This is an optimization exercise on Yosys and OpenROAD, whose aim is small area, a short achievable clock period and few clock cycles per item, not a production implementation. RTL that was checked went through simulation tests only; none was proved equivalent to the original.

==> flow/design.v (excerpt) <==
module flex_bch (
    input  wire        clk,
    input  wire        rst,
    input  wire        in_valid,
    output wire        in_ready,
    input  wire        in_op,
    input  wire [31:0] in_word,
    output wire        out_valid,
    input  wire        out_ready,
    output wire [31:0] out_word,
    output wire        out_ok,
    output wire [1:0]  out_nfix
);
Size in the first run: ~640 cells after synthesis, about 74 I/O pins, ~5500 um^2 of cells after synthesis.
clock: 8.0 ns
lec_check: 0
cap_margin: 20
core_margin: 2
core_utilization: 40
cts_buf_list: sky130_fd_sc_hd__clkbuf_4 sky130_fd_sc_hd__clkbuf_8
place_density: 0.6
setup_slack_margin: 3.5
slew_margin: 20
standard.sh (not shown) runs the stock make flow with config.mk's settings and CLKGATE_MAP_FILE= SYNTH_SCRIPT=/design/flow/synth_recipe.tcl, a recipe that flattens the netlist after the stock synthesis.
==> flow/flow/run.sh <==
#!/bin/bash
# Layout: the standard flow (ORFS synthesis, floorplan, power grid, place, CTS,
# route) with two changes:
#  - the half/full adder cells and the 3-input XOR/XNOR cells are added to the
#    platform's don't-use list, so Yosys's adder extraction leaves the XOR logic to
#    ABC, which maps it into faster 2-input gates;
#  - the port buffers are buf_2 cells instead of the delay cells buffer_ports picks.
# Registers are untouched: same names and cell types as the standard synthesis.
# ORFS writes each step's log to orfs/logs/; make's output goes to standard.log.
set -euo pipefail
export BUFFER_PORTS_ARGS="-inputs -buffer_cell sky130_fd_sc_hd__buf_2"
export POST_GLOBAL_PLACE_TCL="$PWD/flow/post_gpl.tcl"
PLATFORM_DONT_USE=$(make -s -C "$FLOW_HOME" DESIGN_CONFIG="$PWD/config.mk" WORK_HOME="$PWD/orfs_q" print-DONT_USE_CELLS 2>/dev/null | sed -n 's/^DONT_USE_CELLS *: *//p')
rm -rf orfs_q
EXTRA=""
for c in ha_1 ha_2 ha_4 fa_1 fa_2 fa_4 xor3_1 xor3_2 xor3_4 xnor3_1 xnor3_2 xnor3_4; do
  EXTRA="$EXTRA sky130_fd_sc_hd__$c"
done
echo "DONT_USE_CELLS=$PLATFORM_DONT_USE$EXTRA" > dont_use.log
bash standard.sh "DONT_USE_CELLS=$PLATFORM_DONT_USE$EXTRA" finish > standard.log 2>&1
==> flow/flow/post_gpl.tcl <==
# Buffer the output ports with buf_1 cells (the inputs got buf_2 cells from
# global_place.tcl's buffer_ports -inputs call).
log_cmd buffer_ports -outputs -buffer_cell sky130_fd_sc_hd__buf_1
Next try:
- CORE_UTILIZATION: 40 -> 50
- PLACE_DENSITY: 0.6 -> 0.7
- The changed run ran to the end with no violations
- global-route usage came out higher by 5.6 points
- utilization came out higher by 12 points
- design area came out higher by about 1.3%
- area after synthesis does not change
- final cell count came out lower by about 3.2%
- sequential share of layout area came out lower by 0.30 points
- worst hold slack improves by 0.0083 ns
- wire length came out higher by about 2.3%
- non-clock buffer count came out higher by 6
No functional check of the RTL was part of any run of this note.

* * *

alpha:
flex_bch, a different RTL version from the one above (not shown whole).
Size: ~660 cells after synthesis, ~52 flip-flops, ~74 I/O pins.
export LEC_CHECK = 0
export CAP_MARGIN = 20
export CORE_MARGIN = 2
export CORE_UTILIZATION = 40
export CTS_BUF_LIST = sky130_fd_sc_hd__clkbuf_4 sky130_fd_sc_hd__clkbuf_8
export PLACE_DENSITY = 0.6
export SETUP_SLACK_MARGIN = 3.5
export SLEW_MARGIN = 20
create_clock -name core_clock -period 8.0 [get_ports {clk}]
==> flow/flow/run.sh <==
#!/bin/bash
# Layout: the standard flow (standard synthesis, floorplan, power grid, place,
# CTS, route), with small buf_2 cells as the port buffers instead of the delay
# cells buffer_ports picks by default, and an area-recovery pass after global
# routing (flow/post_grt.tcl). ORFS's own logs stay in orfs/logs/.
set -euo pipefail
export BUFFER_PORTS_ARGS="-buffer_cell sky130_fd_sc_hd__buf_2"
export POST_GLOBAL_ROUTE_TCL="$PWD/flow/post_grt.tcl"
bash standard.sh > standard.log 2>&1
==> flow/flow/post_grt.tcl <==
# After global routing and its timing repair: give back area on paths that keep
# the setup margin (downsize cells off the critical paths), then reroute the nets
# that changed.
log_cmd global_route -start_incremental
log_cmd repair_timing -recover_power 100 -setup_margin $::env(SETUP_SLACK_MARGIN) -verbose
log_cmd global_route -end_incremental -congestion_report_file $::env(REPORTS_DIR)/congestion_post_area_recovery.rpt
report_wns
report_tns
alpha completed end to end; final checks failed (max-capacitance violations, max-slew violations).
Testbench counts of alpha, summed over its fixed seeds: cycles 4,808, items 4,800.
Inputs modified between alpha and beta:
# alpha
export LEC_CHECK = 0
export CAP_MARGIN = 20
export CORE_MARGIN = 2
export CORE_UTILIZATION = 40
export CTS_BUF_LIST = sky130_fd_sc_hd__clkbuf_4 sky130_fd_sc_hd__clkbuf_8
export PLACE_DENSITY = 0.6
export SETUP_SLACK_MARGIN = 3.5
export SLEW_MARGIN = 20
create_clock -name core_clock -period 8.0 [get_ports {clk}]
# beta
export LEC_CHECK = 0
export CAP_MARGIN = 20
export CORE_MARGIN = 2
export CORE_UTILIZATION = 40
export PLACE_DENSITY = 0.6
export SETUP_SLACK_MARGIN = 2
export SLEW_MARGIN = 20
create_clock -name core_clock -period 8.0 [get_ports {clk}]
==> flow/run.sh (new file) <==
#!/bin/bash
# synth_recipe.tcl (not shown) runs the flow's synth.tcl, then flattens the netlist and writes it again
# the make line also repeats each setting of config.mk as NAME=value (left out here)
make -C /OpenROAD-flow-scripts/flow DESIGN_CONFIG=/design/flow/config.mk WORK_HOME=/design/flow/orfs CLKGATE_MAP_FILE= SYNTH_SCRIPT=/design/flow/synth_recipe.tcl finish
removed: flow/flow/run.sh
removed: flow/flow/post_grt.tcl
removed: flow/standard.sh
### Flow results
beta closes out successfully: all stages finished, all timing, DRC and antenna checks passed.
Global-route wire length before repair was higher in alpha than in beta.
Number of filler cells placed in the layout: beta vs alpha down 2.3%
The final reports for beta and alpha show post-route cell area lower in the former.
| total routing usage reported by global routing | beta vs alpha | 1.3 points lower |
Area growth from synthesis to layout | beta below alpha
The routed wire length in alpha is 1.07 times that in beta.
alpha has a lower critical path depth than beta.
Taking alpha as the reference, in beta critical path data arrival time went down by 0.25 ns; count of plain and timing-repair buffers in the layout dropped about 24%.
The setup slack number comes out lower for alpha vs beta.
--- input diff beta..gamma ---
# beta
export LEC_CHECK = 0
export CAP_MARGIN = 20
export CORE_MARGIN = 2
export CORE_UTILIZATION = 40
export PLACE_DENSITY = 0.6
export SETUP_SLACK_MARGIN = 2
export SLEW_MARGIN = 20
create_clock -name core_clock -period 8.0 [get_ports {clk}]
# gamma
export LEC_CHECK = 0
export CAP_MARGIN = 20
export CORE_MARGIN = 2
export CORE_UTILIZATION = 40
export PLACE_DENSITY = 0.6
export SETUP_SLACK_MARGIN = 4.5
export SLEW_MARGIN = 20
create_clock -name core_clock -period 8.0 [get_ports {clk}]
Results
[compare] base=beta new=gamma: routed wire length has increased, final net count has increased, number of fillers in the final layout has decreased, count of inverters not on the clock network in the layout has remained practically unchanged. When gamma is set beside beta, its number of instances resized during post-cts repair turns out to be 478 larger. Worst slew margin relative to its limit for gamma: 16 points up relative to beta. Summary: with beta as the reference, sum of met3 wire segment lengths after detailed routing in gamma moved up by more than half. gamma ends up with a largest fanout of any net on the critical path that is 6 lower than in beta. Via count, gamma and beta: lower on beta.

* * *

## v27
flex_bch again, from the RTL that the note above started with.
export LEC_CHECK = 0
export CAP_MARGIN = 20
export CORE_MARGIN = 2
export CORE_UTILIZATION = 40
export CTS_BUF_LIST = sky130_fd_sc_hd__clkbuf_4 sky130_fd_sc_hd__clkbuf_8
export GPL_TIMING_DRIVEN = 1
export PLACE_DENSITY = 0.6
export SETUP_SLACK_MARGIN = 3.5
export SLEW_MARGIN = 20
create_clock -name core_clock -period 8.0 [get_ports {clk}]
==> flow/flow/run.sh <==
#!/bin/bash
# Layout: the standard flow (standard synthesis, floorplan, power grid, place,
# CTS, route), with small buf_2 cells as the port buffers instead of the delay
# cells buffer_ports picks by default. ORFS's own logs stay in orfs/logs/.
set -euo pipefail
export BUFFER_PORTS_ARGS="-buffer_cell sky130_fd_sc_hd__buf_2"
bash standard.sh > standard.log 2>&1
v27 went all the way through the flow, and no timing, DRC or antenna check failed.
Testbench counts of v27, summed over its fixed seeds: cycles 4,808, items 4,800.
Relative to v27, the following input files were edited for v11:
==> flow/run.sh (new file) <==
#!/bin/bash
# synth_recipe.tcl (not shown) runs the flow's synth.tcl, then flattens the netlist and writes it again
# the make line also repeats each setting of config.mk as NAME=value (left out here)
make -C /OpenROAD-flow-scripts/flow DESIGN_CONFIG=/design/flow/config.mk WORK_HOME=/design/flow/orfs CLKGATE_MAP_FILE= SYNTH_SCRIPT=/design/flow/synth_recipe.tcl finish
diff --git a/flow/config.mk b/flow/config.mk
--- a/flow/config.mk
+++ b/flow/config.mk
@@ -9,7 +9,5 @@
 export CORE_MARGIN = 2
 export CORE_UTILIZATION = 40
-export CTS_BUF_LIST = sky130_fd_sc_hd__clkbuf_4 sky130_fd_sc_hd__clkbuf_8
-export GPL_TIMING_DRIVEN = 1
 export PLACE_DENSITY = 0.6
-export SETUP_SLACK_MARGIN = 3.5
+export SETUP_SLACK_MARGIN = 4
 export SLEW_MARGIN = 20
removed: flow/flow/run.sh
removed: flow/standard.sh
Results
The lower non-clock buffer instance count of the final layout of v11 and v27 is in v27.
Register-to-register slack was lower in the run labelled v27.
Worst relative slew slack is lower on v27
Compared with v27, v11 shows a total wire length that is 18% higher.

* * *

exp/amber:
Starting RTL as in the previous note.
clock: 8.0 ns
lec_check: 0
cap_margin: 20
core_margin: 2
core_utilization: 40
place_density: 0.6
setup_slack_margin: 3.5
slew_margin: 20
==> flow/flow/run.sh <==
#!/bin/bash
# Layout: the standard flow (standard synthesis, floorplan, power grid, place,
# CTS, route), with small buf_2 cells as the port buffers instead of the delay
# cells buffer_ports picks by default. ORFS's own logs stay in orfs/logs/.
set -euo pipefail
export BUFFER_PORTS_ARGS="-buffer_cell sky130_fd_sc_hd__buf_2"
bash standard.sh > standard.log 2>&1
Testbench counts of exp/amber, summed over its fixed seeds: cycles 4,808, items 4,800.
Relative to exp/amber, the following input files were edited for exp/tundra:
==> flow/run.sh (new file) <==
#!/bin/bash
# synth_recipe.tcl (not shown) runs the flow's synth.tcl, then flattens the netlist and writes it again
# the make line also repeats each setting of config.mk as NAME=value (left out here)
make -C /OpenROAD-flow-scripts/flow DESIGN_CONFIG=/design/flow/config.mk WORK_HOME=/design/flow/orfs CLKGATE_MAP_FILE= SYNTH_SCRIPT=/design/flow/synth_recipe.tcl finish
removed: flow/flow/run.sh
removed: flow/standard.sh
- On via count: exp/tundra sits above exp/amber.
- exp/tundra -> exp/amber: share of the synthesized area in compound gates (AO/OA/AOI/OAI) delta 0, exact match
- Area of the multi-input gates came out higher on exp/tundra than on exp/amber.
> inputs changed (exp/tundra -> exp/raven)
- changing CORE_UTILIZATION from 40 to 65
- changing PLACE_DENSITY from 0.6 to 0.8
==> run summary <==
Tool error GRT-0232 stopped exp/raven during global routing; no final results. exp/raven -> exp/tundra: number of clock buffers inserted by TritonCTS delta 0, exact match. Row placed cell area: exp/raven lower / exp/tundra higher. Taking exp/tundra as the reference, in exp/raven detailed placer's ending HPWL higher, placer's final routability congestion estimate increased about 10%, number of placement rows moved down, share of cell area taken by muxes after synthesis held steady. Note that the number of setup buffers added after CTS recorded for exp/raven amounts to 1.13 times the value seen in exp/tundra. There was hardly any difference in cell count after synthesis between exp/raven and exp/tundra.
For exp/yarrow, these inputs were changed with respect to exp/raven:
- PLACE_DENSITY: 0.8 -> 0.6
- SETUP_SLACK_MARGIN: 3.5 -> 0
- CORE_UTILIZATION: 65 -> 40
Findings:
- exp/yarrow reached the final stage; the timing, DRC and antenna checks on its layout passed.
- [compare] base=exp/raven new=exp/yarrow: post-cts sizing count saw a decrease, post-CTS setup repair buffer count saw a decrease.
- exp/yarrow: pre-CTS worst setup slack is 0.077 ns lower than what exp/raven reported.
- Summary of exp/yarrow over exp/raven: HPWL after detailed placement lost 0.54%, combined area of all synthesized cells about even, die span in y saw an increase.
[inputs] exp/nickel vs exp/yarrow
- CTS_BUF_LIST newly set to sky130_fd_sc_hd__clkbuf_4 sky130_fd_sc_hd__clkbuf_8
- SETUP_SLACK_MARGIN changed from 0 to 3.5
==> flow/flow/run.sh (new file) <==
#!/bin/bash
# Layout: the standard flow (ORFS synthesis, floorplan, power grid, place, CTS,
# route) with two changes:
#  - the half/full adder cells and the 3-input XOR/XNOR cells are added to the
#    platform's don't-use list, so Yosys's adder extraction leaves the XOR logic to
#    ABC, which maps it into faster 2-input gates;
#  - the port buffers are buf_2 cells instead of the delay cells buffer_ports picks.
# Registers are untouched: same names and cell types as the standard synthesis.
# ORFS writes each step's log to orfs/logs/; make's output goes to standard.log.
set -euo pipefail
export BUFFER_PORTS_ARGS="-buffer_cell sky130_fd_sc_hd__buf_2"
PLATFORM_DONT_USE=$(make -s -C "$FLOW_HOME" DESIGN_CONFIG="$PWD/config.mk" WORK_HOME="$PWD/orfs_q" print-DONT_USE_CELLS 2>/dev/null | sed -n 's/^DONT_USE_CELLS *: *//p')
rm -rf orfs_q
EXTRA=""
for c in ha_1 ha_2 ha_4 fa_1 fa_2 fa_4 xor3_1 xor3_2 xor3_4 xnor3_1 xnor3_2 xnor3_4; do
  EXTRA="$EXTRA sky130_fd_sc_hd__$c"
done
echo "DONT_USE_CELLS=$PLATFORM_DONT_USE$EXTRA" > dont_use.log
bash standard.sh "DONT_USE_CELLS=$PLATFORM_DONT_USE$EXTRA" finish > standard.log 2>&1
==> flow/standard.sh (new file) <==
#!/bin/bash
# synth_recipe.tcl (not shown) runs the flow's synth.tcl, then flattens the netlist and writes it again
# the make line also repeats each setting of config.mk as NAME=value (left out here)
make -C /OpenROAD-flow-scripts/flow DESIGN_CONFIG=/design/flow/config.mk WORK_HOME=/design/flow/orfs CLKGATE_MAP_FILE= SYNTH_SCRIPT=/design/flow/synth_recipe.tcl "${@:-finish}"
removed: flow/run.sh
Taking exp/yarrow as the reference, in exp/nickel global-route wire length before repair now smaller; number of core rows moved down; area of the mapped netlist went down by 6.3%; maximum frequency went up by 0.059 GHz.
exp/nickel vs exp/yarrow, count of instances resized after the clock tree is built went up by 9.
Going from exp/yarrow to exp/nickel, CTS clock-pin slew for the worst setup and hold paths ~0 delta; total routed wirelength fell by 11%.
diff inputs: exp/nickel => exp/willow
==> flow/flow/run.sh <==
#!/bin/bash
# Layout: the standard flow (standard synthesis, floorplan, power grid, place,
# CTS, route), with small buf_2 cells as the port buffers instead of the delay
# cells buffer_ports picks by default. ORFS's own logs stay in orfs/logs/.
set -euo pipefail
export BUFFER_PORTS_ARGS="-buffer_cell sky130_fd_sc_hd__buf_2"
bash standard.sh > standard.log 2>&1
## What came out
Changes observed in exp/willow relative to exp/nickel: final standard cell count with taps included and fillers excluded saw an increase; worst path setup slack after routing saw a decrease; wire length of the first global-routing pass saw an increase.
Worst setup path endpoint = rc[3]$_DFFE_PP_: exp/willow; worst setup path endpoint = ra[2]$_DFFE_PP_: exp/nickel

-- what the ideal ports hide --
Ports are ideal in the flow. The routed layouts listed here were re-timed in OpenROAD.
Step 1, drivers: a clkbuf_16 drives clk and a buf_2 each remaining input, both assumed.
Step 2 adds t to the input delays and takes it off the output delays; t is the mean of the earliest and latest rising clock arrival at the registers after step 1. Input paths then give back, and output paths get back, about the clock's delay inside the block.
a / b / c = ideal / step 1 / step 2; a / b = the first two.
run	t, ns	slack for setup (ns)	cell pins on the clock port's net
the first run of note 1	0.333	3.557 / 3.571 / 3.238	1
the second run of note 1	0.344	3.561 / 3.569 / 3.225	1
alpha	0.349	2.019 / 2.028 / 1.679	1
beta	0.325	2.282 / 2.292 / 1.967	1
gamma	0.323	3.541 / 3.531 / 3.208	1
v27	0.351	3.538 / 3.545 / 3.194	1
v11	0.324	3.525 / 3.509 / 3.185	1
exp/amber	0.331	3.475 / 3.490 / 3.160	1
exp/tundra	0.328	3.510 / 3.518 / 3.190	1
exp/yarrow	0.324	2.033 / 2.043 / 1.719	1
exp/nickel	0.332	3.580 / 3.595 / 3.264	1
exp/willow	0.351	3.538 / 3.545 / 3.194	1
